Background: an optimization exercise with open tools, aiming at small area, a short achievable clock period and few clock cycles per item. Do not read the settings as production practice. Function was checked by simulation only, so behaviour that the tests miss may differ from the original. Power is estimated from default activity; no workload was simulated.

### flow/config.mk
export PLATFORM = sky130hd
export DESIGN_NAME = pwm_engine
export DESIGN_NICKNAME = pwm_engine
export VERILOG_FILES = /design/flow/design.v
export SDC_FILE = /design/flow/constraint.sdc
export NUM_CORES = 4
export LEC_CHECK = 0
export CAP_MARGIN = 20
export CORE_MARGIN = 2
export CORE_UTILIZATION = 40
export SLEW_MARGIN = 20
### flow/constraint.sdc
create_clock -name core_clock -period 25.0 [get_ports {clk}]
set_input_delay 5.0000 -clock core_clock [delete_from_list [all_inputs] [get_ports {clk}]]
set_output_delay 5.0000 -clock core_clock [all_outputs]
set_load 0.01 [all_outputs]
### flow/design.v
module pwm_engine (
    input             clk,
    input             rst,         
    input             bus_valid,
    input             bus_write,
    input      [3:0]  bus_addr,    
    input      [1:0]  bus_size,    
    input      [31:0] bus_wdata,
    output            bus_ready,
    output     [31:0] bus_rdata,
    output            bus_err,
    output reg        ev_valid,
    output reg [3:0]  ev_kind,
    output reg [7:0]  ev_tmr,
    output reg [2:0]  ev_ch,
    output reg [31:0] ev_data,
    input             ev_ready
);
    localparam N_DESC  = 20;
    localparam [3:0] C_OK    = 4'd0;
    localparam [3:0] C_SKIP  = 4'd1;
    localparam [3:0] C_INV   = 4'd2;
    localparam [3:0] C_OOR   = 4'd3;
    localparam [3:0] C_CAP   = 4'd4;
    localparam [3:0] C_DBZ   = 4'd5;
    localparam [3:0] C_ILL   = 4'd6;
    localparam [3:0] OP_CONFIG  = 4'h1;
    localparam [3:0] OP_INIT    = 4'h2;
    localparam [3:0] OP_DEINIT  = 4'h3;
    localparam [3:0] OP_START   = 4'h4;
    localparam [3:0] OP_STOP    = 4'h5;
    localparam [3:0] OP_SETPER  = 4'h6;
    localparam [3:0] OP_SETDUTY = 4'h7;
    localparam [3:0] OP_SETFREQ = 4'h8;
    localparam [3:0] OP_RDDESC  = 4'h9;
    localparam [3:0] OP_RDENG   = 4'hA;
    localparam [3:0] E_HOOK_INIT   = 4'd1;
    localparam [3:0] E_HOOK_DEINIT = 4'd2;
    localparam [3:0] E_PWM_START   = 4'd3;
    localparam [3:0] E_PWM_STOP    = 4'd4;
    localparam [3:0] E_WR_RELOAD   = 4'd5;
    localparam [3:0] E_WR_COMPARE  = 4'd6;
    localparam [3:0] E_CS_ENTER    = 4'd7;
    localparam [3:0] E_CS_EXIT     = 4'd8;
    localparam [3:0] E_BARRIER     = 4'd9;
    localparam [2:0] PH_END    = 3'd0;
    localparam [2:0] PH_CSE    = 3'd1;
    localparam [2:0] PH_RLD    = 3'd2;
    localparam [2:0] PH_SCAN   = 3'd3;
    localparam [2:0] PH_BAR    = 3'd4;
    localparam [2:0] PH_PSTART = 3'd5;
    localparam [2:0] PH_DCMP   = 3'd6;
    reg [2:0]  d_ch   [0:N_DESC-1];
    reg [1:0]  d_tmr  [0:N_DESC-1];
    reg [31:0] d_cs   [0:N_DESC-1];
    reg [31:0] d_per  [0:N_DESC-1];
    reg [9:0]  d_duty [0:N_DESC-1];
    reg [N_DESC-1:0] d_cfg;
    reg [N_DESC-1:0] d_act;
    reg [4:0]  reg_slot [0:15];
    reg [4:0]  reg_cnt;
    reg [22:0] sh_q [0:3];       
    reg [9:0]  sh_r [0:3];       
    reg [3:0]  sh_v;             
    reg [31:0] operand_r;
    reg [31:0] command_r;
    reg [31:0] rdata_r;
    reg [3:0]  code_r;
    reg [3:0]  lastop_r;
    reg        busy;
    reg        first;       
    reg [2:0]  ph;
    reg [3:0]  res_code;
    reg [4:0]  cur_i;
    reg [1:0]  cur_t;
    reg [2:0]  cur_ch;
    reg        cur_cfg, cur_act, cur_reg;
    reg [9:0]  cur_duty;
    reg        is_start;
    reg        is_freq;
    reg        scan_on;     
    reg        rel_go;      
    reg        rel_ok;      
    reg [31:0] rel_r;
    reg [9:0]  cmp_d;       
    reg [2:0]  s1_ch;
    reg        s1_v;
    reg [15:0] mask_r;
    reg        dv_busy;
    reg        dv_half;
    reg [9:0]  dv_rem;
    reg [23:0] dv_sh;
    reg        fq_busy;
    reg [1:0]  fq_cnt;
    reg [28:0] fq_q;
    reg [17:0] fq_rem;
    reg [17:0] fq_sh;       
    integer n;
    wire acc_bad = (bus_size != 2'd2) || (bus_addr[1:0] != 2'd0);
    wire acc_cmd = bus_write && !acc_bad && (bus_addr[3:2] == 2'd1);
    wire out_free = !ev_valid || ev_ready;
    wire done_now = busy && !first && (ph == PH_END) && out_free && !dv_busy;
    assign bus_ready = busy ? done_now : !acc_cmd;
    assign bus_err   = !busy && acc_bad;
    reg [31:0] rd_mux;
    always @* begin
        case (bus_addr[3:2])
            2'd0: rd_mux = operand_r;
            2'd1: rd_mux = command_r;
            2'd2: rd_mux = {19'd0, reg_cnt, lastop_r, code_r};
            default: rd_mux = rdata_r;
        endcase
    end
    assign bus_rdata = acc_bad ? 32'd0 : rd_mux;
    wire [3:0]  w_op   = bus_wdata[31:28];
    wire [7:0]  w_desc = bus_wdata[23:16];
    wire [7:0]  w_tmr  = bus_wdata[15:8];
    wire [2:0]  w_chf  = bus_wdata[2:0];
    wire [31:0] c_v    = operand_r;
    wire w_illegal = (bus_wdata[27:24] != 4'd0) || (bus_wdata[7:3] != 5'd0) ||
                     (w_op == 4'h0) || (w_op >= 4'hB) ||
                     ((w_op != OP_CONFIG) && ((w_tmr != 8'd0) || (w_chf != 3'd0))) ||
                     ((w_op == OP_RDENG) && (w_desc != 8'd0));
    wire       w_idx_ok  = (w_desc < N_DESC);
    wire [4:0] w_i       = w_desc[4:0];
    wire       w_cfg     = w_idx_ok && d_cfg[w_i];
    wire       w_act     = w_idx_ok && d_act[w_i];
    wire [1:0] w_t       = d_tmr[w_i];
    wire [2:0] w_ch      = d_ch[w_i];
    wire [9:0] w_duty    = d_duty[w_i];
    reg w_reg;
    always @* begin
        w_reg = 1'b0;
        for (n = 0; n < 16; n = n + 1)
            if ((n < reg_cnt) && (reg_slot[n] == w_i))
                w_reg = 1'b1;
    end
    wire        f_sign = c_v[31];
    wire [7:0]  f_exp  = c_v[30:23];
    wire [22:0] f_frac = c_v[22:0];
    wire [23:0] f_mant = (f_exp == 8'd0) ? {1'b0, f_frac} : {1'b1, f_frac};
    wire [7:0]  f_expe = (f_exp == 8'd0) ? 8'd1 : f_exp;
    wire [27:0] f_m10  = f_mant * 28'd10;
    wire [7:0]  f_k    = 8'd150 - f_expe;
    wire [39:0] f_rnd  = ({12'd0, f_m10} + (40'd1 << (f_k - 8'd1))) >> f_k;
    reg  [27:0] f_perm;
    reg         f_bad;
    always @* begin
        f_perm = 28'd0;
        f_bad  = 1'b0;
        if (f_exp == 8'hFF)
            f_bad = 1'b1;
        else if (f_expe >= 8'd150)
            f_bad = 1'b1;
        else begin
            if (f_k >= 8'd30)
                f_perm = 28'd0;
            else
                f_perm = f_rnd[27:0];
            if (f_perm > 28'd1000)
                f_bad = 1'b1;
            if (f_sign && (f_perm != 28'd0))
                f_bad = 1'b1;
        end
    end
    function [7:0] dstep10;      
        input [7:0] x;           
        reg   [3:0] qd;
        begin
            qd = x / 8'd10;
            dstep10 = {qd, x[3:0] - {qd[2:0], 1'b0} - {qd[0], 3'b000}};
        end
    endfunction
    reg [31:0] q10;
    reg [3:0]  q10_rem;
    reg [7:0]  q10_t;
    always @* begin
        q10_rem = 4'd0;
        q10 = 32'd0;
        for (n = 7; n >= 0; n = n - 1) begin
            q10_t = dstep10({q10_rem, c_v[4*n +: 4]});
            q10[4*n +: 4] = q10_t[7:4];
            q10_rem = q10_t[3:0];
        end
    end
    wire [22:0] cq   = sh_v[cur_t] ? sh_q[cur_t] : 23'd0;
    wire [9:0]  cr   = sh_v[cur_t] ? sh_r[cur_t] : 10'd0;
    wire [19:0] cdr  = cmp_d * cr;
    wire [39:0] cdrm = cdr * 20'd536871;
    wire [31:0] cA   = cmp_d * cq + {22'd0, cdrm[38:29]};
    wire [31:0] cmp_val = (cmp_d == 10'd0) ? 32'd0 :
                          cA + ((cmp_d == 10'd1000) ? 32'd100 : 32'd1);
    reg [15:0] mask_c;
    always @* begin
        for (n = 0; n < 16; n = n + 1)
            mask_c[n] = (n < reg_cnt) && d_act[reg_slot[n]] && (d_tmr[reg_slot[n]] == cur_t);
    end
    wire [15:0] mask_src = first ? mask_c : mask_r;
    reg  [3:0]  pick_k;
    always @* begin
        pick_k = 4'd0;
        for (n = 15; n >= 0; n = n - 1)
            if (mask_src[n]) pick_k = n;
    end
    wire [4:0]  pick_j   = reg_slot[pick_k];
    wire [15:0] mask_nxt = mask_src & ~(16'd1 << pick_k);
    wire [31:0] fq_p   = fq_sh[16:0];
    wire [31:0] rel_v  = is_start ? 32'd100 : is_freq ? fq_p : operand_r;
    wire [31:0] rel_c  = rel_v * d_cs[cur_i] + 32'd2;
    reg [9:0]  dv_rem_n;
    reg [23:0] dv_sh_n;
    reg [10:0] dv_t;
    always @* begin
        dv_rem_n = dv_rem;
        dv_sh_n  = dv_sh;
        for (n = 0; n < 12; n = n + 1) begin
            dv_t = {dv_rem_n, dv_sh_n[23]};
            dv_sh_n = {dv_sh_n[22:0], (dv_t >= 11'd1000)};
            dv_rem_n = (dv_t >= 11'd1000) ? dv_t - 11'd1000 : dv_t[9:0];
        end
    end
    reg [17:0] fq_rem_n;
    reg [17:0] fq_sh_n;
    reg [18:0] fq_t;
    always @* begin
        fq_rem_n = fq_rem;
        fq_sh_n  = fq_sh;
        for (n = 0; n < 6; n = n + 1) begin
            fq_t = {fq_rem_n, fq_sh_n[17]};
            fq_sh_n = {fq_sh_n[16:0], (fq_t >= {2'd0, fq_q[16:0]})};
            fq_rem_n = (fq_t >= {2'd0, fq_q[16:0]}) ? fq_t[17:0] - {1'b0, fq_q[16:0]} : fq_t[17:0];
        end
    end
    wire [31:0] cmd_v = operand_r;
    reg  [31:0] rd_val;
    always @* begin
        rd_val = 32'd0;
        if (command_r[31:28] == OP_RDDESC) begin
            case (cmd_v[2:0])
                3'd0: rd_val = {8'd0, 6'd0, cur_cfg ? cur_t : 2'd0, 5'd0, cur_cfg ? cur_ch : 3'd0,
                                5'd0, cur_reg, cur_cfg, cur_act};
                3'd1: rd_val = cur_cfg ? {22'd0, cur_duty} : 32'd0;
                3'd2: rd_val = cur_cfg ? d_per[cur_i] : 32'd0;
                3'd3: rd_val = cur_cfg ? d_cs[cur_i] : 32'd0;
                default: rd_val = cur_cfg ? cA : 32'd0;
            endcase
        end else begin
            if (cmd_v[9:8] == 2'd0)
                rd_val = {27'd0, reg_cnt};
            else if (cmd_v[9:8] == 2'd1)
                rd_val = ({1'b0, cmd_v[3:0]} < reg_cnt) ? {27'd0, reg_slot[cmd_v[3:0]]} : 32'hFFFF_FFFF;
            else
                rd_val = cA;
        end
    end
    always @(posedge clk) begin
        if (rst) begin
            d_cfg     <= {N_DESC{1'b0}};
            d_act     <= {N_DESC{1'b0}};
            reg_cnt   <= 5'd0;
            sh_v      <= 4'd0;
            operand_r <= 32'd0;
            command_r <= 32'd0;
            rdata_r   <= 32'd0;
            code_r    <= 4'd0;
            lastop_r  <= 4'd0;
            busy      <= 1'b0;
            first     <= 1'b0;
            ph        <= PH_END;
            rel_go    <= 1'b0;
            rel_ok    <= 1'b0;
            dv_busy   <= 1'b0;
            fq_busy   <= 1'b0;
            s1_v      <= 1'b0;
            ev_valid  <= 1'b0;
        end else begin
            first  <= 1'b0;
            rel_go <= 1'b0;
            if (!busy) begin
                if (bus_valid && bus_write && !acc_bad && (bus_addr[3:2] == 2'd0))
                    operand_r <= bus_wdata;
                if (bus_valid && acc_cmd && !dv_busy) begin
                    command_r <= bus_wdata;
                    busy      <= 1'b1;
                    first     <= 1'b1;
                    cur_i     <= w_i;
                    cur_t     <= w_t;
                    cur_ch    <= w_ch;
                    cur_cfg   <= w_cfg;
                    cur_act   <= w_act;
                    cur_reg   <= w_reg;
                    cur_duty  <= w_duty;
                    is_start  <= 1'b0;
                    is_freq   <= 1'b0;
                    scan_on   <= 1'b0;
                    rel_ok    <= 1'b0;
                    res_code  <= C_OK;
                    ph        <= PH_END;
                    cmp_d     <= 10'd1000;
                    s1_v      <= 1'b0;
                    if (w_illegal)
                        res_code <= C_ILL;
                    else begin
                        case (w_op)
                        OP_CONFIG: begin
                            if (!w_idx_ok || (w_tmr >= 8'd4) || (w_chf < 3'd1) ||
                                (w_chf > 3'd5) || w_act)
                                res_code <= C_INV;
                            else begin
                                d_ch[w_i]  <= w_chf;
                                d_tmr[w_i] <= w_tmr[1:0];
                                d_cs[w_i]  <= c_v;
                                d_cfg[w_i] <= 1'b1;
                                if (!w_cfg) begin
                                    d_per[w_i]  <= 32'd0;
                                    d_duty[w_i] <= 10'd0;
                                end
                            end
                        end
                        OP_INIT: begin
                            if (!w_cfg)
                                res_code <= C_INV;
                            else if (!w_reg && (reg_cnt == 5'd16))
                                res_code <= C_CAP;
                            else begin
                                d_per[w_i]  <= 32'd0;
                                d_duty[w_i] <= 10'd0;
                                d_act[w_i]  <= 1'b0;
                                if (!w_reg) begin
                                    reg_slot[reg_cnt[3:0]] <= w_i;
                                    reg_cnt <= reg_cnt + 5'd1;
                                end
                                ev_valid <= 1'b1;
                                ev_kind  <= E_HOOK_INIT;
                                ev_tmr   <= {6'd0, w_t};
                                ev_ch    <= w_ch;
                                ev_data  <= 32'd0;
                            end
                        end
                        OP_DEINIT, OP_STOP: begin
                            if (!w_cfg)
                                res_code <= C_INV;
                            else begin
                                d_act[w_i] <= 1'b0;
                                if (w_op == OP_DEINIT) begin
                                    d_per[w_i]  <= 32'd0;
                                    d_duty[w_i] <= 10'd0;
                                end
                                ev_valid <= 1'b1;
                                ev_kind  <= (w_op == OP_DEINIT) ? E_HOOK_DEINIT : E_PWM_STOP;
                                ev_tmr   <= {6'd0, w_t};
                                ev_ch    <= w_ch;
                                ev_data  <= 32'd0;
                            end
                        end
                        OP_START: begin
                            if (!w_cfg)
                                res_code <= C_INV;
                            else if (w_act)
                                res_code <= C_SKIP;
                            else begin
                                d_per[w_i]  <= 32'd0;
                                d_duty[w_i] <= 10'd0;
                                is_start    <= 1'b1;
                                scan_on     <= 1'b1;
                                rel_go      <= 1'b1;
                                ph          <= PH_CSE;
                                ev_valid    <= 1'b1;
                                ev_kind     <= E_WR_COMPARE;
                                ev_tmr      <= {6'd0, w_t};
                                ev_ch       <= w_ch;
                                ev_data     <= 32'd0;
                            end
                        end
                        OP_SETPER: begin
                            if (!w_cfg)
                                res_code <= C_INV;
                            else begin
                                d_per[w_i] <= c_v;
                                scan_on    <= 1'b1;
                                rel_go     <= 1'b1;
                                ph         <= PH_RLD;
                                ev_valid   <= 1'b1;
                                ev_kind    <= E_CS_ENTER;
                                ev_tmr     <= 8'd0;
                                ev_ch      <= 3'd0;
                                ev_data    <= 32'd0;
                            end
                        end
                        OP_SETDUTY: begin
                            if (!w_cfg)
                                res_code <= C_INV;
                            else if (f_bad)
                                res_code <= C_OOR;
                            else if (f_perm[9:0] == w_duty)
                                res_code <= C_SKIP;
                            else begin
                                d_duty[w_i] <= f_perm[9:0];
                                cmp_d       <= f_perm[9:0];
                                ph          <= PH_DCMP;
                            end
                        end
                        OP_SETFREQ: begin
                            if (!w_cfg)
                                res_code <= C_INV;
                            else if (c_v < 32'd10)
                                res_code <= C_DBZ;
                            else begin
                                is_freq  <= 1'b1;
                                scan_on  <= 1'b1;
                                fq_busy  <= 1'b1;
                                fq_cnt   <= 2'd0;
                                fq_q     <= q10[28:0];
                                fq_rem   <= 18'd0;
                                fq_sh    <= {1'b0, 17'd100000};
                                ph       <= PH_RLD;
                                ev_valid <= 1'b1;
                                ev_kind  <= E_CS_ENTER;
                                ev_tmr   <= 8'd0;
                                ev_ch    <= 3'd0;
                                ev_data  <= 32'd0;
                            end
                        end
                        OP_RDDESC: begin
                            if (!w_idx_ok || (c_v > 32'd4))
                                res_code <= C_INV;
                        end
                        OP_RDENG: begin
                            if (!((c_v == 32'd0) || ((c_v >= 32'h100) && (c_v <= 32'h10F)) ||
                                  ((c_v >= 32'h200) && (c_v <= 32'h203))))
                                res_code <= C_INV;
                            else
                                cur_t <= c_v[1:0];
                        end
                        default: res_code <= C_ILL;
                        endcase
                    end
                end
            end else begin
                if (fq_busy) begin
                    fq_rem <= fq_rem_n;
                    fq_sh  <= fq_sh_n;
                    fq_cnt <= fq_cnt + 2'd1;
                    if (fq_cnt == 2'd2) begin
                        fq_busy <= 1'b0;
                        rel_go  <= 1'b1;
                        d_per[cur_i] <= {15'd0, fq_sh_n[16:0]};
                    end
                    if (fq_cnt == 2'd0 && fq_q > 29'd100000) begin
                        fq_busy <= 1'b0;
                        rel_go  <= 1'b1;
                        fq_sh   <= 18'd0;
                        d_per[cur_i] <= 32'd0;
                    end
                end
                if (rel_go) begin
                    rel_r   <= rel_c;
                    rel_ok  <= 1'b1;
                    dv_busy <= 1'b1;
                    dv_half <= 1'b0;
                    dv_rem  <= {2'd0, rel_c[31:24]};
                    dv_sh   <= rel_c[23:0];
                end
                if (dv_busy) begin
                    dv_rem  <= dv_rem_n;
                    dv_sh   <= dv_sh_n;
                    dv_half <= 1'b1;
                    if (dv_half) begin
                        dv_busy      <= 1'b0;
                        sh_q[cur_t]  <= dv_sh_n[22:0];
                        sh_r[cur_t]  <= dv_rem_n;
                        sh_v[cur_t]  <= 1'b1;
                    end
                end
                if ((first && scan_on) || (s1_v && out_free && ph == PH_SCAN && !dv_busy && !rel_go)) begin
                    s1_v   <= (mask_src != 16'd0);
                    cmp_d  <= d_duty[pick_j];
                    s1_ch  <= d_ch[pick_j];
                    mask_r <= mask_nxt;
                end
                if (out_free) begin
                    ev_valid <= 1'b0;
                    case (ph)
                    PH_CSE: begin
                        ev_valid <= 1'b1;
                        ev_kind  <= E_CS_ENTER;
                        ev_tmr   <= 8'd0;
                        ev_ch    <= 3'd0;
                        ev_data  <= 32'd0;
                        ph       <= PH_RLD;
                    end
                    PH_RLD: begin
                        if (rel_ok) begin
                            ev_valid <= 1'b1;
                            ev_kind  <= E_WR_RELOAD;
                            ev_tmr   <= {6'd0, cur_t};
                            ev_ch    <= 3'd0;
                            ev_data  <= rel_r;
                            ph       <= PH_SCAN;
                        end
                    end
                    PH_SCAN: begin
                        if (s1_v) begin
                            if (!dv_busy && !rel_go) begin
                                ev_valid <= 1'b1;
                                ev_kind  <= E_WR_COMPARE;
                                ev_tmr   <= {6'd0, cur_t};
                                ev_ch    <= s1_ch;
                                ev_data  <= cmp_val;
                            end
                        end else if (!first) begin
                            ev_valid <= 1'b1;
                            ev_kind  <= E_CS_EXIT;
                            ev_tmr   <= 8'd0;
                            ev_ch    <= 3'd0;
                            ev_data  <= 32'd0;
                            ph       <= PH_BAR;
                        end
                    end
                    PH_DCMP: begin
                        ev_valid <= 1'b1;
                        ev_kind  <= E_WR_COMPARE;
                        ev_tmr   <= {6'd0, cur_t};
                        ev_ch    <= cur_ch;
                        ev_data  <= cmp_val;
                        ph       <= PH_BAR;
                    end
                    PH_BAR: begin
                        ev_valid <= 1'b1;
                        ev_kind  <= E_BARRIER;
                        ev_tmr   <= 8'd0;
                        ev_ch    <= 3'd0;
                        ev_data  <= 32'd0;
                        ph       <= is_start ? PH_PSTART : PH_END;
                    end
                    PH_PSTART: begin
                        ev_valid <= 1'b1;
                        ev_kind  <= E_PWM_START;
                        ev_tmr   <= {6'd0, cur_t};
                        ev_ch    <= cur_ch;
                        ev_data  <= 32'd0;
                        ph       <= PH_END;
                    end
                    default: ;
                    endcase
                end
                if (done_now) begin
                    busy     <= 1'b0;
                    code_r   <= res_code;
                    lastop_r <= command_r[31:28];
                    if (is_start)
                        d_act[cur_i] <= 1'b1;
                    if ((res_code == C_OK) &&
                        ((command_r[31:28] == OP_RDDESC) || (command_r[31:28] == OP_RDENG)))
                        rdata_r <= rd_val;
                end
            end
        end
    end
endmodule
### flow/run.sh
#!/bin/bash
# synth_recipe.tcl (not shown) runs the flow's synth.tcl, then flattens the netlist and writes it again
# the make line also repeats each setting of config.mk as NAME=value (left out here)
make -C /OpenROAD-flow-scripts/flow DESIGN_CONFIG=/design/flow/config.mk WORK_HOME=/design/flow/orfs CLKGATE_MAP_FILE= SYNTH_SCRIPT=/design/flow/synth_recipe.tcl finish
==> impl_metrics.csv <==
group,metric,value,unit
clock_network,clk_latency,940,ps
timing,setup_viol,0,
drt,num_vias,104000,
worst_setup_path,startpoint,"fq_rem[0]",
global_route,overflow,0,
synth,yosysWarnings,1,
clock_network,clock_path_buffers,4,
pwr,comb_power_share,11.7,%
worst_setup_path,r2r_cells,129,
clock_network,ctsHoldBuffers,0,
clock_network,path_clk_slew,70,ps
timing,period_share,93.0,%
pwr,power_leakage,61.6,nW
worst_setup_path,rrSetupSlack,1760,ps
worst_setup_path,worstSetupPathType,"flop to flop",
floorplanning,die_h,616,µm
finish,fin_area,165000,µm²
worst_hold_path,hp-start,"command_r[18]",
floorplanning,die_w,616,µm
timing,worst_pin_slew,1330,ps
finish,layout.nets,13600,
timing,timing.hold.ws,452,ps
drt,drtPass1Iterations,8,
timing,relSlewSlack,10.8,%
floorplanning,ios,125,
drt,antenna_left,0,
worst_setup_path,path_max_fanout,24,
worst_setup_path,cp-end-kind,"flop",
synth,synth.distinct_cells,120,
synth,ys_ff_latch,2199,
worst_setup_path,critPathMostFrequentCell,"a21o_1",
synth,synth_top_area_cell,"edfxtp_1",
timing,hold_viol_final,0,
place,post_dp_cell_area,157000,µm²
global_route,antenna_found_initial,47,
drt,wl,493000,µm
worst_setup_path,slowest_stage,"or4_4",
clock_network,tritoncts.num_buffers,224,
finish,drive_gt1_share,15.8,%
floorplanning,core_area,372000,µm²
pwr,sw_frac_of_total,25.2,%
synth,ys_seq_area_share,43.0,%
timing,min_period,23240,ps
job,maxCapViolCount,0,
finish,reg.largest.list,"d_cs (640), d_per (640), d_duty (200)",
worst_setup_path,worstSetupStartpointType,"flop",
drt,wl_per_cell,28.5,µm
status,status,"timing/DRC/antenna clean",
worst_hold_path,hold_depth,2,
synth,synth_top_area_share,40.6,%
pwr,p_sw,2.09,mW
global_route,grt_pass1_wl,716000,µm
floorplanning,die-area,379000,µm²
pwr,vdd_drop_max,93.7,µV
global_route,grt_max_degree,109,
clock_network,root_buffer,"clkbuf_16",
floorplanning,start_util,40.2,%
place,portBuffers,118,
timing,slew_violations,0,
place,place_congestion,0.955,
clock_network,cts.sinks,2199,
synth,ys_async_sr_fraction,0,%
worst_hold_path,hold_class,"flop to flop",
worst_setup_path,slowest_delay,600,ps
worst_setup_path,worstReg2RegEnd,"fq_rem[14]",
synth,syn-cell-area,150000,µm²
drt,via_per_inst,6.00,
drt,post-route-drc-count,0,
pwr,p_seq_share,48.1,%
drt,drt_iter0_markers,12600,
worst_hold_path,min_to,"command_r[18]",
worst_setup_path,regToRegStartpoint,"fq_rem[0]",
worst_setup_path,arrival,23890,ps
worst_setup_path,cp_data_required_time,25650,ps
global_route,track_usage,25.7,%
synth,synth_area_leaders,"edfxtp_1 (41%), mux4_2 (14%), fa_1 (9.9%), ha_1 (5.7%), nand2_1 (2.9%)",
timing,tns,0,ps
clock_network,cts_tree,"built",
pwr,clockPowerShare,40.3,%
timing,clock.fmax,43.0,MHz
finish,synthToLayoutAreaGrowth,10.1,%
timing,worst_slack,1760,ps
pwr,p_per_area,50.4,nW/µm²
synth,yosys-top-cells-count,"edfxtp_1 (2,025), nand2_1 (1,153), inv_1 (1,138)",
synth,synth_flop_cell,"edfxtp_1",
pwr,p_int,6.21,mW
synth,avgSynthCellArea,12.2,µm²
place,post-dp-hpwl,347000,µm
clock_network,cts-htree-levels,4,
timing,fin_worst_skew,106,ps
floorplanning,rows,224,
synth,synthCells,12200,
place,dp_slack,308,ps
synth,synth_edf_count,2025,
global_route,first_global_vias,101000,
synth,yosysMostFrequentCell,"edfxtp_1",
==> worst max-delay path, delay by kind of cell, from the launching register on <==
| family | cells | cell delay, ps |
|---|---|---|
| AO/OA/AOI/OAI | 81 | 13040 |
| AND/OR/NAND/NOR | 30 | 4840 |
| adder cells (fa/ha/maj) | 6 | 1900 |
| multiplexers | 5 | 1700 |
| buffers and inverters | 7 | 1030 |
| flip-flops | 1 | 430 |
==> final cells by class <==
class | count | area (µm²)
inverters | 1156 | 4350
fillers | 34100 | 207000
repair buffers | 479 | 4000
well taps | 4972 | 6220
multi-input cells | 8074 | 78700
diodes | 28 | 70.1
clock inverters | 130 | 1290
clock buffers | 271 | 5840
flip-flops and latches | 2199 | 64300
==> what timing repair did <==
item	4_1_cts	5_1_grt
endpoints found under the setup margin	0	41
setup buffers	0	3
gates resized for setup	0	45
endpoints found under the hold margin	0	0
==> power by group through the flow <==
stage | Sequential [mW] | Combinational, mW | Clock, mW
2_1_floorplan | 4.07 | 0.693 | 0
3_3_place_gp | 4.07 | 0.940 | 0
3_5_place_dp | 4.07 | 0.930 | 0
4_1_cts | 3.99 | 0.937 | 3.38
5_1_grt | 3.99 | 1.05 | 3.52
6_report | 3.99 | 0.970 | 3.34
==> routing by layer <==
metal  up-vias  share of wire (%)  track usage (%)  routed length, µm
li1      44300                  -                -                  -
met1     53300                 40             35.1             198000
met2      5300                 45             39.6             223000
met3       941                9.9             5.57              48800
met4        10                4.8             10.9              23700
met5         -              0.014           0.0126                 69
==> metrics by stage <==
stage	power (mW)	instances	utilization (%)
floorplan	4.76	12200	-
CTS	8.30	17300	44.2
global placement	5.01	16900	42.2
finish	8.30	17300	44.3
global route	8.55	17300	44.3
detailed placement	5.00	16900	42.3
==> how the worst max path moves through the flow <==
stage / to / cells after the start
finish: fq_rem[14] / 129
detailed placement: fq_rem[8] / 129
CTS: d_per[10][0] / 128
global route: fq_rem[9] / 131
global placement: fq_rem[8] / 129
floorplan: d_per[0][0] / 142
==> placed cells by master (no fill, tap or decap), drive strengths merged, types with 28 or more instances in the layout <==
cell | synthesis | routed
a211oi | 98 | 98
a21boi | 28 | 28
a21o | 84 | 84
a21oi | 588 | 588
a22oi | 58 | 58
a31oi | 82 | 82
and2 | 278 | 278
and3 | 74 | 74
buf | 132 | 364
clkbuf | 667 | 275
clkdlybuf4s50 | 0 | 111
clkinv | 13 | 98
dfxtp | 174 | 174
diode | 0 | 28
edfxtp | 2025 | 2025
fa | 739 | 739
ha | 679 | 679
inv | 1143 | 1150
mux2 | 106 | 106
mux2i | 229 | 229
mux4 | 900 | 900
nand2 | 1153 | 1153
nand2b | 86 | 86
nand3 | 148 | 148
nand4 | 66 | 66
nor2 | 765 | 765
nor2b | 133 | 133
nor3 | 149 | 149
nor4 | 71 | 71
o211ai | 41 | 41
o21ai | 330 | 330
o21bai | 90 | 90
o22ai | 40 | 40
o31ai | 34 | 34
or2 | 37 | 37
or3 | 44 | 44
xnor2 | 380 | 380
xor2 | 130 | 130
==> cells by family (layout without fill, tap and decap cells) <==
| kind of cell | count (synthesis) | after routing | synth area share (%) |
|---|---|---|---|
| other | 1 | 35 | 0.00251 |
| DFF | 2199 | 2199 | 43.0 |
| buffers and inverters | 1955 | 2036 | 4.95 |
| adders and majority gates | 1429 | 1429 | 15.6 |
| AOI/OAI and AO/OA | 1812 | 1812 | 7.91 |
| muxes | 1235 | 1235 | 15.9 |
| xor gates and xnor gates | 514 | 514 | 3.06 |
| and+or+nand+nor | 3077 | 3077 | 9.58 |
Testbench counts, summed over its fixed seeds: cycles 26,758, commands 3,712.

## what the ideal ports hide
The flow's constraints put no driver on any port. The routed layout listed below was extracted and timed again, unchanged, in two steps. Step 1 sets driving cells, clkbuf_16 on the clock port and buf_2 on the other inputs (assumed; they add their load-dependent delay and slew). Step 2 adds t to the input delays and takes it off the output delays; t is the mean of the earliest and latest rising clock arrival at the registers after step 1. Input paths then give back, and output paths get back, about the clock's delay inside the block. Three values: ideal, step 1, step 2; two values: the first two.
t (ns): 0.992
setup WS [ns]: 1.762 / 1.762 / 1.762
hold WS [ns]: 0.452 / 0.452 / 0.452
cell pins on the clock port's net: 1
After both steps this run still meets setup and hold. The setup slack of this run moves by 0.000 ns with the drivers and by 0.000 ns with both steps.
